This is an optimization exercise on Yosys and OpenROAD, whose aim is small area, not a production implementation. The RTL was checked by simulation tests, not by an equivalence proof against the original design. Power figures rest on the tool's default switching activity, not on a simulated workload. The flow treats the clock pin as an ideal source, which a real chip does not have.

== run 1 ==
==> flow/design.v <==
module e1_realign (
    input  wire        clk,
    input  wire        rst,         
    input  wire        set_valid,   
    input  wire [15:0] set_nbits,
    input  wire        in_valid,
    input  wire [7:0]  in_byte,
    output reg         out_valid,
    output reg  [7:0]  out_byte
);
    reg [7:0]   offset;             
    reg [4:0]   zl;                 
    wire clr = rst | set_valid;
    wire [7:0] offset_n   = ~offset;
    wire       in_valid_n = ~in_valid;
    reg  [3:0]  c4;                 
    reg  [1:0]  c2_n;               
    reg         c1;                 
    wire [7:0]  u4_n, u2, u1_n;
    e1_realign_muxi8 m_u4 (.s(offset[2]), .sn(offset_n[2]), .a(in_byte), .b({c4,   in_byte[7:4]}), .y(u4_n));
    e1_realign_muxi8 m_u2 (.s(offset[1]), .sn(offset_n[1]), .a(u4_n),    .b({c2_n, u4_n[7:2]}),    .y(u2));
    e1_realign_muxi8 m_u1 (.s(offset[0]), .sn(offset_n[0]), .a(u2),      .b({c1,   u2[7:1]}),      .y(u1_n));
    reg  [127:0] s16_n;             
    reg  [63:0]  s8;                
    reg  [31:0]  s4_n;              
    reg  [15:0]  s2;                
    reg  [7:0]   s1_n;              
    wire [7:0]  v16, v8_n, v4, v2_n, v1;    
    e1_realign_muxi8 m_v16 (.s(offset[7]), .sn(offset_n[7]), .a(u1_n), .b(s16_n[127:120]), .y(v16));
    e1_realign_muxi8 m_v8 (.s(offset[6]), .sn(offset_n[6]), .a(v16),  .b(s8[63:56]),      .y(v8_n));
    e1_realign_muxi8 m_v4 (.s(offset[5]), .sn(offset_n[5]), .a(v8_n), .b(s4_n[31:24]),    .y(v4));
    e1_realign_muxi8 m_v2 (.s(offset[4]), .sn(offset_n[4]), .a(v4),   .b(s2[15:8]),       .y(v2_n));
    wire       zero = (zl != 5'd0);    
    e1_realign_muxz8 m_v1 (.s(offset[3]), .sn(offset_n[3]), .z(zero), .a(v2_n), .b(s1_n), .y(v1));
    wire [127:0] s16_d;
    wire [63:0]  s8_d;
    wire [31:0]  s4_d;
    wire [15:0]  s2_d;
    wire [7:0]   s1_d;
    e1_realign_hold #(128) h16 (.e(in_valid), .en(in_valid_n), .d({s16_n[119:0], u1_n}), .q(s16_n), .y(s16_d));
    e1_realign_hold #(64)  h8  (.e(in_valid), .en(in_valid_n), .d({s8[55:0],     v16}),  .q(s8),    .y(s8_d));
    e1_realign_hold #(32)  h4  (.e(in_valid), .en(in_valid_n), .d({s4_n[23:0],   v8_n}), .q(s4_n),  .y(s4_d));
    e1_realign_hold #(16)  h2  (.e(in_valid), .en(in_valid_n), .d({s2[7:0],      v4}),   .q(s2),    .y(s2_d));
    e1_realign_hold #(8)   h1  (.e(in_valid), .en(in_valid_n), .d(v2_n),                 .q(s1_n),  .y(s1_d));
    wire       clr_n = ~clr;
    wire       set_n = ~set_valid;
    wire       rst_n = ~rst;
    wire [3:0] c4_d;
    wire [1:0] c2_d;
    wire       c1_d;
    wire [7:0] offset_d;
    e1_realign_holdc #(4) hc4 (.e(in_valid), .en(in_valid_n), .k(clr_n), .d(in_byte[3:0]), .q(c4), .y(c4_d));
    e1_realign_holds #(2) hc2 (.e(in_valid), .en(in_valid_n), .k(clr),   .d(u4_n[1:0]),    .q(c2_n), .y(c2_d));
    e1_realign_holdc #(1) hc1 (.e(in_valid), .en(in_valid_n), .k(clr_n), .d(u2[0]),        .q(c1), .y(c1_d));
    e1_realign_holdc #(8) hof (.e(set_valid), .en(set_n), .k(rst_n), .d(set_nbits[7:0]), .q(offset), .y(offset_d));
    always @(posedge clk) begin
        out_valid <= in_valid & ~rst & ~set_valid;
        out_byte  <= v1;
        s16_n <= s16_d;
        s8    <= s8_d;
        s4_n  <= s4_d;
        s2    <= s2_d;
        s1_n  <= s1_d;
        c4     <= c4_d;
        c2_n   <= c2_d;
        c1     <= c1_d;
        offset <= offset_d;
        if (rst) begin
            zl     <= 5'd0;
        end else if (set_valid) begin
            zl     <= set_nbits[7:3];
        end else if (in_valid && zl != 5'd0) begin
            zl     <= zl - 5'd1;
        end
    end
endmodule
module e1_realign_muxi8 (
    input  wire       s,
    input  wire       sn,
    input  wire [7:0] a,
    input  wire [7:0] b,
    output wire [7:0] y
);
    assign y = ~((a | {8{s}}) & (b | {8{sn}}));
endmodule
module e1_realign_hold #(
    parameter W = 8
) (
    input  wire         e,
    input  wire         en,
    input  wire [W-1:0] d,
    input  wire [W-1:0] q,
    output wire [W-1:0] y
);
    assign y = (q | {W{e}}) & (d | {W{en}});
endmodule
module e1_realign_muxz8 (
    input  wire       s,
    input  wire       sn,
    input  wire       z,
    input  wire [7:0] a,
    input  wire [7:0] b,
    output wire [7:0] y
);
    assign y = ~((a & {8{sn}}) | (b & {8{s}}) | {8{z}});
endmodule
module e1_realign_holdc #(
    parameter W = 8
) (
    input  wire         e,
    input  wire         en,
    input  wire         k,
    input  wire [W-1:0] d,
    input  wire [W-1:0] q,
    output wire [W-1:0] y
);
    assign y = (q | {W{e}}) & (d | {W{en}}) & {W{k}};
endmodule
module e1_realign_holds #(
    parameter W = 8
) (
    input  wire         e,
    input  wire         en,
    input  wire         k,
    input  wire [W-1:0] d,
    input  wire [W-1:0] q,
    output wire [W-1:0] y
);
    assign y = ((q | {W{e}}) & (d | {W{en}})) | {W{k}};
endmodule
Settings: LEC_CHECK=0, CAP_MARGIN=10, CORE_MARGIN=2, CORE_UTILIZATION=45, SLEW_MARGIN=10, SYNTH_HIERARCHICAL=1, SYNTH_MINIMUM_KEEP_SIZE=0; clock period 10.0 ns.
standard.sh (not shown) runs the stock make flow with config.mk's settings and CLKGATE_MAP_FILE= SYNTH_SCRIPT=/design/flow/synth_recipe.tcl, a recipe that flattens the netlist after the stock synthesis.
==> flow/flow/run.sh <==
#!/bin/bash
# The standard layout (the standard.sh) with these changes:
#  - after floorplanning and again after the placement resizer, logic gates
#    are set to their smallest drive strength (flow/downsize.tcl);
#  - ports are buffered with the smallest buffer, sky130_fd_sc_hd__buf_1;
#  - clock tree synthesis uses sky130_fd_sc_hd__clkbuf_16 leaf buffers for
#    clusters of up to 35 flip-flops, small sky130_fd_sc_hd__clkbuf_4 buffers
#    above them, and adds no dummy loads.
# Synthesis, power grid, placement and routing are the standard ones.  The
# make output goes to standard_make.log; each ORFS step keeps its own log
# under orfs/logs/.
set -euo pipefail
export POST_FLOORPLAN_TCL="$PWD/flow/downsize.tcl"
export BUFFER_PORTS_ARGS="-buffer_cell sky130_fd_sc_hd__buf_1"
export POST_RESIZE_TCL="$PWD/flow/downsize.tcl"
export CTS_ARGS="-sink_clustering_enable -repair_clock_nets -dont_use_dummy_load -buf_list {sky130_fd_sc_hd__clkbuf_16} -sink_clustering_size 35 -sink_clustering_max_diameter 100 -root_buf sky130_fd_sc_hd__clkbuf_4 -tree_buf sky130_fd_sc_hd__clkbuf_4"
bash standard.sh finish > standard_make.log 2>&1
==> flow/flow/downsize.tcl <==
# Sourced by ORFS after floorplanning (POST_FLOORPLAN_TCL) and after the
# placement resizer (POST_RESIZE_TCL).
# Synthesis maps some logic gates at more than the smallest drive strength.
# The design has several ns of setup slack, so every combinational gate that
# is not a buffer is set to the smallest drive strength of its own function;
# repair_design then fixes any slew or capacitance violation this causes.
# Flip-flops, buffers and clock cells are left as they are.
set n 0
foreach inst [get_cells *] {
  set m [get_property $inst ref_name]
  if { ![regexp {^(sky130_fd_sc_hd__\w+)_(2|4|6|8|12|16)$} $m -> base drv] } {
    continue
  }
  if { [string match *buf* $m] || [string match *df* $m] || [string match *clk* $m] } {
    continue
  }
  foreach d {0 1} {
    set lc [get_lib_cells -quiet ${base}_$d]
    if { [llength $lc] } {
      puts "downsize [get_full_name $inst]: $m -> ${base}_$d"
      replace_cell $inst $lc
      incr n
      break
    }
  }
}
puts "downsized $n instances"
estimate_parasitics -placement
repair_design
Run 1 ran to completion and came out clean on the timing, design-rule and antenna checks.
The following lists how run 2 was set up differently from run 1:
# run 1
export LEC_CHECK = 0
export CAP_MARGIN = 10
export CORE_MARGIN = 2
export CORE_UTILIZATION = 45
export SLEW_MARGIN = 10
export SYNTH_HIERARCHICAL = 1
export SYNTH_MINIMUM_KEEP_SIZE = 0
create_clock -name core_clock -period 10.0 [get_ports {clk}]
# run 2
export LEC_CHECK = 0
export CAP_MARGIN = 10
export CORE_MARGIN = 2
export CORE_UTILIZATION = 55
export SLEW_MARGIN = 10
export SYNTH_HIERARCHICAL = 1
export SYNTH_MINIMUM_KEEP_SIZE = 0
create_clock -name core_clock -period 10.0 [get_ports {clk}]
==> comparison <==
- Run 2 finished every stage and its layout cleared the timing, design-rule and antenna checks.
- [compare] base=run 1 new=run 2: sequential share of layout area now larger; global-route usage now larger; clock share of power comparable; cell count now smaller.
- Wire length of the first global-routing pass: run 2 better than run 1
- Taking run 1 as the reference, in run 2 setup slack after layout shows a reduction of 0.0085 ns; initial cell density of the core higher.
Input-level comparison between run 3 and run 2:
# run 2
export LEC_CHECK = 0
export CAP_MARGIN = 10
export CORE_MARGIN = 2
export CORE_UTILIZATION = 55
export SLEW_MARGIN = 10
export SYNTH_HIERARCHICAL = 1
export SYNTH_MINIMUM_KEEP_SIZE = 0
create_clock -name core_clock -period 10.0 [get_ports {clk}]
# run 3
export LEC_CHECK = 0
export CAP_MARGIN = 10
export CORE_MARGIN = 2
export CORE_UTILIZATION = 65
export SLEW_MARGIN = 10
export SYNTH_HIERARCHICAL = 1
export SYNTH_MINIMUM_KEEP_SIZE = 0
create_clock -name core_clock -period 10.0 [get_ports {clk}]
Having completed the whole flow, run 3 delivered a layout that passed the timing, design-rule and antenna checks. The post-layout total power reported for run 3 is smaller than that of run 2 by 0.34%. [run 3] met1 global-route usage rose 3.6 points relative to run 2. Run 3 vs. run 2: routed wire length went down by about 2%. Via-per-instance ratio, run 3 vs run 2: up by a few percent. Relative to run 2, the total global-route track usage of run 3 is higher by 2.6 points. Going from run 2 to run 3, synthesis-to-finish area growth shrinks by 0.53 points. Lower placeable core area among run 3 and run 2: run 3. There was hardly any difference in buffer share of cell area between run 2 and run 3. The run showing the smaller sequential share of layout area is run 2. Changes observed in run 3 relative to run 2: share of total power in sequential cells shows an increase of 0.3 points, number of instances in the placed design shows a reduction of about 4.5%.

## separate check: timing with driven ports
No port has a modelled driver above. Below, the same layouts with a new extraction and two added sets of constraints.
Step 1 assumes that a clkbuf_16 drives the clock port and a buf_2 every other input.
Step 2 moves the port delays by t, midway between the first and last clock arrival at a register: inputs arrive t later, outputs are due t later. That takes back most of the time a late clock gives input paths.
Three values: ideal ports, drivers, drivers and shift; two values: the first two.
| run | t, ns | setup slack, ns | latest minus earliest clock arrival (ns) | worst slew at a driven data input, ns | cell pins on the clock port's net |
|---|---|---|---|---|---|
| run 1 | 0.631 | 5.869 / 5.881 / 5.251 | 0.021 / 0.021 | 0.05 | 1 |
| run 2 | 0.620 | 5.861 / 5.871 / 5.251 | 0.028 / 0.028 | 0.05 | 1 |
| run 3 | 0.609 | 6.177 / 6.193 / 5.585 | 0.023 / 0.023 | 0.06 | 1 |
After both steps every run listed still meets setup and hold. The setup slack of run 1, which loses most, moves by +0.012 ns with the drivers and by -0.618 ns with both steps.
